Context: an optimization exercise on an open-source flow, tuned for small area, a short achievable clock period and few clock cycles. The choices shown serve that exercise and are no tape-out recipe. No functional check of the RTL was part of this run. Power and IR drop assume default switching activity.

## flow/design.v

```verilog
module frame_block (
    input  wire        clk,
    input  wire        rst,
    input  wire        in_valid,
    input  wire [7:0]  in_data,
    output wire        in_ready,
    output wire        ovf,
    output wire        res_valid,
    input  wire        res_ack,
    output wire [3:0]  res_err,
    output wire [7:0]  res_dlen,
    output wire [31:0] res_msg_id,
    output wire [7:0]  res_ch_off,
    output wire [7:0]  res_ch_len,
    output wire [7:0]  res_ct_off,
    output wire [7:0]  res_ct_len,
    output wire [7:0]  res_pl_off,
    output wire [15:0] res_pl_len,
    output wire [31:0] res_crc_expected,
    output wire [31:0] res_crc_actual,
    input  wire [6:0]  rd_addr,
    output wire [7:0]  rd_data
);
    localparam CAP         = 128;
    localparam MAX_PAYLOAD = 100;
    localparam E_NONE      = 4'd0;
    localparam E_COBS_ZERO = 4'd1;
    localparam E_COBS_EOF  = 4'd2;
    localparam E_VERSION   = 4'd3;
    localparam E_LENGTH    = 4'd4;
    localparam E_CH_LONG   = 4'd5;
    localparam E_CT_LONG   = 4'd6;
    localparam E_CH_UTF8   = 4'd7;
    localparam E_CT_UTF8   = 4'd8;
    localparam E_PL_LEN    = 4'd9;
    localparam E_PL_LARGE  = 4'd10;
    localparam E_CRC       = 4'd11;
    localparam S_COL   = 3'd0;
    localparam S_UCODE = 3'd1;
    localparam S_UCOPY = 3'd2;
    localparam S_PARSE = 3'd3;
    localparam S_DONE  = 3'd4;
    localparam P_VER  = 4'd0;
    localparam P_DL0  = 4'd1;
    localparam P_DL1  = 4'd2;
    localparam P_MID  = 4'd3;
    localparam P_CLEN = 4'd4;
    localparam P_CSTR = 4'd5;
    localparam P_TLEN = 4'd6;
    localparam P_TSTR = 4'd7;
    localparam P_PL0  = 4'd8;
    localparam P_PL1  = 4'd9;
    localparam P_PAY  = 4'd10;
    localparam P_CRC  = 4'd11;
    reg [7:0]  buffer [0:CAP-1];
    reg [2:0]  state;
    reg        collecting;
    reg [7:0]  len;           
    reg        ovf_r;
    reg [7:0]  rdp;           
    reg [7:0]  wrp;           
    reg [7:0]  code;
    reg [7:0]  cnt;
    reg [3:0]  pstep;
    reg [7:0]  pos;
    reg [7:0]  dlen;
    reg [7:0]  rem;           
    reg [15:0] rem16;
    reg [7:0]  lo_byte;
    reg [31:0] crc;
    reg [1:0]  u_need;        
    reg [7:0]  u_lo, u_hi;    
    reg [3:0]  err;
    reg [31:0] msg_id;
    reg [7:0]  ch_len, ct_off, ct_len, pl_off;
    reg [15:0] pl_len;
    reg [31:0] crc_exp;
    reg [31:0] crc_act;
    function [31:0] crc_byte(input [31:0] c, input [7:0] b);
        integer i;
        reg [31:0] r;
        begin
            r = c ^ {b, 24'h0};
            for (i = 0; i < 8; i = i + 1)
                r = r[31] ? ((r << 1) ^ 32'h04C11DB7) : (r << 1);
            crc_byte = r;
        end
    endfunction
    wire        take   = in_valid && in_ready;
    wire [7:0]  cur    = buffer[pos[6:0]];      
    wire [7:0]  ubyte  = buffer[rdp[6:0]];      
    wire [31:0] crc_nx = crc_byte(crc, cur);
    reg        u_bad;
    reg [1:0]  u_need_nx;
    reg [7:0]  u_lo_nx, u_hi_nx;
    always @(*) begin
        u_bad     = 1'b0;
        u_need_nx = 2'd0;
        u_lo_nx   = 8'h80;
        u_hi_nx   = 8'hBF;
        if (u_need != 2'd0) begin
            if (cur < u_lo || cur > u_hi) u_bad = 1'b1;
            u_need_nx = u_need - 2'd1;
        end else if (cur <= 8'h7F) begin
            u_need_nx = 2'd0;
        end else if (cur >= 8'hC2 && cur <= 8'hDF) begin
            u_need_nx = 2'd1;
        end else if (cur == 8'hE0) begin
            u_need_nx = 2'd2; u_lo_nx = 8'hA0;
        end else if (cur == 8'hED) begin
            u_need_nx = 2'd2; u_hi_nx = 8'h9F;
        end else if (cur >= 8'hE1 && cur <= 8'hEF) begin
            u_need_nx = 2'd2;
        end else if (cur == 8'hF0) begin
            u_need_nx = 2'd3; u_lo_nx = 8'h90;
        end else if (cur >= 8'hF1 && cur <= 8'hF3) begin
            u_need_nx = 2'd3;
        end else if (cur == 8'hF4) begin
            u_need_nx = 2'd3; u_hi_nx = 8'h8F;
        end else begin
            u_bad = 1'b1;
        end
    end
    wire [16:0] pl_end = {9'd0, pos} + 17'd1 + {1'b0, cur, lo_byte} + 17'd4;
    always @(posedge clk) begin
        ovf_r <= 1'b0;
        if (rst) begin
            state      <= S_COL;
            collecting <= 1'b0;
            len        <= 8'd0;
        end else begin
            case (state)
            S_COL: if (take) begin
                if (!collecting) begin
                    if (in_data == 8'h00) begin
                        collecting <= 1'b1;
                        len        <= 8'd0;
                    end
                end else if (in_data == 8'h00) begin
                    if (len != 8'd0) begin
                        state <= S_UCODE;
                        rdp   <= 8'd0;
                        wrp   <= 8'd0;
                    end
                end else if (len >= CAP) begin
                    ovf_r      <= 1'b1;
                    collecting <= 1'b0;
                    len        <= 8'd0;
                end else begin
                    buffer[len[6:0]] <= in_data;
                    len              <= len + 8'd1;
                end
            end
            S_UCODE: begin
                if (rdp >= len) begin
                    dlen  <= wrp;
                    state <= S_PARSE;
                    pstep <= P_VER;
                    pos   <= 8'd0;
                    crc   <= 32'hFFFFFFFF;
                end else if (ubyte == 8'h00) begin
                    err   <= E_COBS_ZERO;
                    state <= S_DONE;
                end else begin
                    code  <= ubyte;
                    cnt   <= ubyte - 8'd1;
                    rdp   <= rdp + 8'd1;
                    state <= S_UCOPY;
                end
            end
            S_UCOPY: begin
                if (cnt == 8'd0) begin
                    if (code != 8'hFF && rdp < len) begin
                        buffer[wrp[6:0]] <= 8'h00;
                        wrp              <= wrp + 8'd1;
                    end
                    state <= S_UCODE;
                end else if (rdp >= len) begin
                    err   <= E_COBS_EOF;
                    state <= S_DONE;
                end else begin
                    buffer[wrp[6:0]] <= ubyte;
                    wrp              <= wrp + 8'd1;
                    rdp              <= rdp + 8'd1;
                    cnt              <= cnt - 8'd1;
                end
            end
            S_PARSE: begin
                case (pstep)
                P_VER: begin
                    if (dlen < 8'd1) begin
                        err <= E_LENGTH; state <= S_DONE;
                    end else if (cur != 8'h01) begin
                        err <= E_VERSION; state <= S_DONE;
                    end else begin
                        crc <= crc_nx; pos <= pos + 8'd1; pstep <= P_DL0;
                    end
                end
                P_DL0: begin
                    if (dlen < 8'd3) begin
                        err <= E_LENGTH; state <= S_DONE;
                    end else begin
                        lo_byte <= cur;
                        crc <= crc_nx; pos <= pos + 8'd1; pstep <= P_DL1;
                    end
                end
                P_DL1: begin
                    if ({cur, lo_byte} != {8'd0, dlen} - 16'd1) begin
                        err <= E_LENGTH; state <= S_DONE;
                    end else begin
                        crc <= crc_nx; pos <= pos + 8'd1; pstep <= P_MID;
                    end
                end
                P_MID: begin
                    if (dlen < 8'd7) begin
                        err <= E_LENGTH; state <= S_DONE;
                    end else begin
                        case (pos[1:0])
                        2'd3: msg_id[7:0]   <= cur;
                        2'd0: msg_id[15:8]  <= cur;
                        2'd1: msg_id[23:16] <= cur;
                        2'd2: msg_id[31:24] <= cur;
                        endcase
                        crc <= crc_nx; pos <= pos + 8'd1;
                        if (pos == 8'd6) pstep <= P_CLEN;
                    end
                end
                P_CLEN: begin
                    if (dlen < 8'd8 || {1'b0, pos} + 9'd1 + {1'b0, cur} > {1'b0, dlen}) begin
                        err <= E_CH_LONG; state <= S_DONE;
                    end else begin
                        ch_len <= cur; rem <= cur;
                        u_need <= 2'd0;
                        crc <= crc_nx; pos <= pos + 8'd1; pstep <= P_CSTR;
                    end
                end
                P_CSTR: begin
                    if (rem == 8'd0) begin
                        if (u_need != 2'd0) begin
                            err <= E_CH_UTF8; state <= S_DONE;
                        end else begin
                            pstep <= P_TLEN;
                        end
                    end else if (u_bad) begin
                        err <= E_CH_UTF8; state <= S_DONE;
                    end else begin
                        u_need <= u_need_nx; u_lo <= u_lo_nx; u_hi <= u_hi_nx;
                        rem <= rem - 8'd1;
                        crc <= crc_nx; pos <= pos + 8'd1;
                    end
                end
                P_TLEN: begin
                    if (pos >= dlen || {1'b0, pos} + 9'd1 + {1'b0, cur} > {1'b0, dlen}) begin
                        err <= E_CT_LONG; state <= S_DONE;
                    end else begin
                        ct_off <= pos + 8'd1; ct_len <= cur; rem <= cur;
                        u_need <= 2'd0;
                        crc <= crc_nx; pos <= pos + 8'd1; pstep <= P_TSTR;
                    end
                end
                P_TSTR: begin
                    if (rem == 8'd0) begin
                        if (u_need != 2'd0) begin
                            err <= E_CT_UTF8; state <= S_DONE;
                        end else begin
                            pstep <= P_PL0;
                        end
                    end else if (u_bad) begin
                        err <= E_CT_UTF8; state <= S_DONE;
                    end else begin
                        u_need <= u_need_nx; u_lo <= u_lo_nx; u_hi <= u_hi_nx;
                        rem <= rem - 8'd1;
                        crc <= crc_nx; pos <= pos + 8'd1;
                    end
                end
                P_PL0: begin
                    if ({1'b0, pos} + 9'd2 > {1'b0, dlen}) begin
                        err <= E_PL_LEN; state <= S_DONE;
                    end else begin
                        lo_byte <= cur;
                        crc <= crc_nx; pos <= pos + 8'd1; pstep <= P_PL1;
                    end
                end
                P_PL1: begin
                    if (pl_end > {9'd0, dlen}) begin
                        err <= E_PL_LEN; state <= S_DONE;
                    end else if ({cur, lo_byte} > MAX_PAYLOAD) begin
                        err <= E_PL_LARGE; state <= S_DONE;
                    end else if (pl_end != {9'd0, dlen}) begin
                        err <= E_LENGTH; state <= S_DONE;
                    end else begin
                        pl_off <= pos + 8'd1; pl_len <= {cur, lo_byte};
                        rem16 <= {cur, lo_byte};
                        crc <= crc_nx; pos <= pos + 8'd1; pstep <= P_PAY;
                    end
                end
                P_PAY: begin
                    if (rem16 == 16'd0) begin
                        rem   <= 8'd0;
                        pstep <= P_CRC;
                    end else begin
                        rem16 <= rem16 - 16'd1;
                        crc <= crc_nx; pos <= pos + 8'd1;
                    end
                end
                P_CRC: begin
                    case (rem[1:0])
                    2'd0: crc_exp[7:0]   <= cur;
                    2'd1: crc_exp[15:8]  <= cur;
                    2'd2: crc_exp[23:16] <= cur;
                    2'd3: crc_exp[31:24] <= cur;
                    endcase
                    pos <= pos + 8'd1;
                    rem <= rem + 8'd1;
                    if (rem[1:0] == 2'd3) begin
                        crc_act <= crc;
                        err     <= ({cur, crc_exp[23:0]} == crc) ? E_NONE : E_CRC;
                        state   <= S_DONE;
                    end
                end
                default: begin
                    err <= E_LENGTH; state <= S_DONE;
                end
                endcase
            end
            S_DONE: if (res_ack) begin
                state      <= S_COL;
                collecting <= 1'b0;
                len        <= 8'd0;
            end
            default: state <= S_COL;
            endcase
        end
    end
    assign in_ready         = (state == S_COL);
    assign ovf              = ovf_r;
    assign res_valid        = (state == S_DONE);
    assign res_err          = err;
    assign res_dlen         = dlen;
    assign res_msg_id       = msg_id;
    assign res_ch_off       = 8'd8;
    assign res_ch_len       = ch_len;
    assign res_ct_off       = ct_off;
    assign res_ct_len       = ct_len;
    assign res_pl_off       = pl_off;
    assign res_pl_len       = pl_len;
    assign res_crc_expected = crc_exp;
    assign res_crc_actual   = crc_act;
    assign rd_data          = buffer[rd_addr];
endmodule
```

## flow/run.sh

```bash
#!/bin/bash
# synth_recipe.tcl (not shown) runs the flow's synth.tcl, then flattens the netlist and writes it again
# the make line also repeats each setting of config.mk as NAME=value (left out here)
make -C /OpenROAD-flow-scripts/flow DESIGN_CONFIG=/design/flow/config.mk WORK_HOME=/design/flow/orfs CLKGATE_MAP_FILE= SYNTH_SCRIPT=/design/flow/synth_recipe.tcl finish
```

## flow/config.mk

```make
export PLATFORM = sky130hd
export DESIGN_NAME = frame_block
export DESIGN_NICKNAME = frame_block
export VERILOG_FILES = /design/flow/design.v
export SDC_FILE = /design/flow/constraint.sdc
export NUM_CORES = 4
export LEC_CHECK = 0
export CAP_MARGIN = 30
export CORE_MARGIN = 2
export CORE_UTILIZATION = 40
export PLACE_DENSITY = 0.6
export SLEW_MARGIN = 30
```

## flow/constraint.sdc

```tcl
create_clock -name core_clock -period 9.0 [get_ports {clk}]
set_input_delay 1.8000 -clock core_clock [delete_from_list [all_inputs] [get_ports {clk}]]
set_output_delay 1.8000 -clock core_clock [all_outputs]
set_load 0.01 [all_outputs]
```

==> notes.md <==
Outcome -> timing/DRC/antenna clean
Tmin final -> 7.674 ns
Worst hold path depth -> 0
# clock sinks -> 1321
Synthesized cell area -> 71980 um^2
LEAKAGE -> 25.86 nW
Ys async rst share -> 0%
Worst-case reg-to-reg path depth -> 29
Clock transition at path regs -> 0.07 ns
Tcrit/Tclk final -> 85.26%
Clk buf depth -> 3
GP Congestion -> 0.9384
Finished Layout Cells -> 6971
Cells after Synth -> 4292
Port Buffers -> 185
Most used cell, CP -> nand2_1
Chip width -> 428.2 um
Unique cell type count in the Yosys netlist -> 97
Setup Buffers After CTS -> 0
FMAX -> 130.3 MHz
Synth Register Bits -> 1321
Setup crit end kind -> flop
First-pass GRT wire length -> 345900 um
Part of the Yosys area used for sequential elements -> 54.73%
Sum Neg Setup Slack -> 0 ns
Drt via density -> 6.564
Clock Latency Late Sink -> 0.81 ns
DR WL/cell -> 35.20 um
Residual DRC -> 0
Post-route ant nets -> 0
Number of H-tree levels -> 4
# setup viols final -> 0
Num CTS Buffers -> 144
Top FF cell, synth -> edfxtp_1
Arrival @ worst endpoint -> 8.10 ns
Io pins -> 194
Req. time, crit path -> 9.43 ns
Largest net degree at the start of global routing -> 93
Layout cells sized above 1 -> 32.28%
DRT Pass-1 Iters -> 9
CTS tree -> done
Slowest CP cell -> dfxtp_2
WHS Endpoint -> crc_act[26]
Hpwl dp -> 166700 um
Max VDD drop -> 174.9 uV
Setup CP Type -> flop to flop
Leading cell type in the layout, fill and taps excluded -> edfxtp_1
Core box area -> 178600 um^2
Critical Path Fanout Max -> 36
Post-cts gate resize count -> 0
Count of standard-cell rows -> 155
Synth-to-Final Area Change -> 14.06%
Measured slew at the worst slew-check pin -> 1.127 ns
EDFF count, synth -> 1294
Die height -> 428.2 um
Initial antenna violation count -> 9
Crit-path max cell delay -> 0.91 ns
All-Layer GR Usage -> 26.44%
Synth area leaders -> edfxtp_1 (54%), mux4_2 (26%), mux2i_1 (1.8%)
Slew HR -> 22.70%
Critical hold path startpoint -> crc[26]
Startpoint types -> flop
Most frequent cells in the layout -> edfxtp_1 (1294), mux4_2 (821), nor2_1 (205)
Final wirelength -> 245400 um
Initial Util -> 40.30%
Placed instance count -> 6694
Reg2reg setup slack -> 1.33 ns
Synth Warn # -> 1
Power per Cell Area -> 207.9 nW/um^2
Leading area contributor after synthesis -> edfxtp_1
R2r endpoint -> crc[21]
Syn Area/Cell -> 16.77 um^2
Hold Buf Count CTS -> 0
Nets -> 4597
Die area -> 183400 um^2
Skew final -> 0.03786 ns
Max Slew Vio Count -> 0
First DRT Iteration DRCs -> 6439
Root Buffer -> clkbuf_16
Max cap viols -> 0
Unrepaired setup endpoints after global routing -> no
Grt ovf -> 0
Number of global-route vias before repair -> 45540
Hold Path Class -> flop to flop
Vias -> 45760
Final hold violations -> 0
Synth top area share -> 53.98%
-- kinds of logic after synthesis --
| logic type | synth area share, % |
|---|---|
| fa+ha+maj | 1.613 |
| compound gates | 3.862 |
| buf+inv | 2.661 |
| flops | 54.73 |
| xor+xnor | 2.133 |
| simple gates | 5.950 |
| other cells | 0.01043 |
| mux | 29.04 |
-- layout make-up --
cell class              instances  area [um^2]
diodes                          7        17.52
well taps                    2355         2947
fillers                     15260        96510
multi-input cells            2574        31050
flip-flops and latches       1321        39430
repair buffers                385         3656
inverters                      61        229.0
clock inverters                92        923.4
clock buffers                 176         3859
-- registers in the layout (all words and copies together) (netlist names), 16 cells and up, named ones only --
name / count
msg_id: 32
crc_exp: 32
rem16: 16
pl_len: 16
buffer: 1024
crc_act: 32
crc: 32
-- worst max-delay path: cells and delay by family (launching register included) --
kind                       cells  cell delay, ns
buffers and inverters          3            0.66
DFF                            1            0.91
xor gates and xnor gates       1            0.10
adders and majority gates      3            0.92
AOI/OAI and AO/OA             10            2.07
and+or+nand+nor               12            2.57
-- per-layer routing --
metal  part of all wire, %  global-route usage (%)  vias to the layer above
met2                    46                   41.09                     2878
met1                    37                   34.12                    23960
met4                   6.7                   15.58                        4
li1                      -                       -                    18310
met5                 0.011                       0                        -
met3                   9.9                   5.980                      608
-- worst max-delay path by stage --
stage	startpoint	to	cells after the start
floorplan	flop	crc[0]	31
global placement	flop	crc[27]	29
detailed placement	flop	crc[1]	29
CTS	flop	crc[27]	29
global route	flop	crc[19]	29
finish	flop	crc[21]	29
-- power by group --
group          internal (mW)  switching [mW]  leakage, nW
Combinational           1.62            2.29         11.8
Sequential              6.89           0.163         11.8
Clock                   3.46            2.64         2.30
Total                   12.0            5.09         25.9
-- synth_stat cells, drive strengths merged (17+ instances only) --
library cell	count
a211oi	50
a21oi	72
a22o	21
a22oi	22
a31oi	28
and2	19
buf	170
clkbuf	172
dfxtp	27
edfxtp	1294
ha	88
inv	58
mux2	94
mux2i	130
mux4	823
nand2	180
nand2b	25
nand3	64
nand4	36
nor2	267
nor2b	69
nor3	55
nor4	43
o21ai	50
o22ai	44
o32ai	17
or2	28
or3	17
xnor2	120
xor2	51
-- metrics by stage --
stage	area, um^2	hold slack (ns)	total power, mW	utilization, %	worst slack (ns)
5_1_grt	82090	0.4724	17.54	45.96	0.8632
2_1_floorplan	72010	0.4360	9.691	-	1.259
3_3_place_gp	77040	0.4552	11.01	43.13	1.605
6_report	82110	0.4558	17.07	45.97	1.326
3_5_place_dp	77230	0.4591	11.04	43.24	1.572
4_1_cts	82010	0.4544	17.08	45.92	1.512

static timing again, ports no longer ideal:
No port has a modelled driver above. Below, the same layout with a new extraction and two added sets of constraints.
Step 1 sets driving cells, clkbuf_16 on the clock port and buf_2 on the other inputs (assumed; they add their load-dependent delay and slew).
Step 2 also shifts input and output timing later by t, the mid clock arrival at the registers, as if the neighbouring blocks saw the same clock.
Slacks: ideal ports / drivers / drivers and shift; pairs: ideal ports / drivers.
shift t [ns]: 0.870
setup WS [ns]: 1.326 / 1.326 / 1.326
worst setup path at the end: register to register
latest minus earliest clock arrival (ns): 0.038 / 0.038
cell pins on the clock port's net: 1
After both steps setup and hold are still met in this run. For this run, drivers alone change the setup slack by 0.000 ns; drivers and shift together by 0.000 ns.
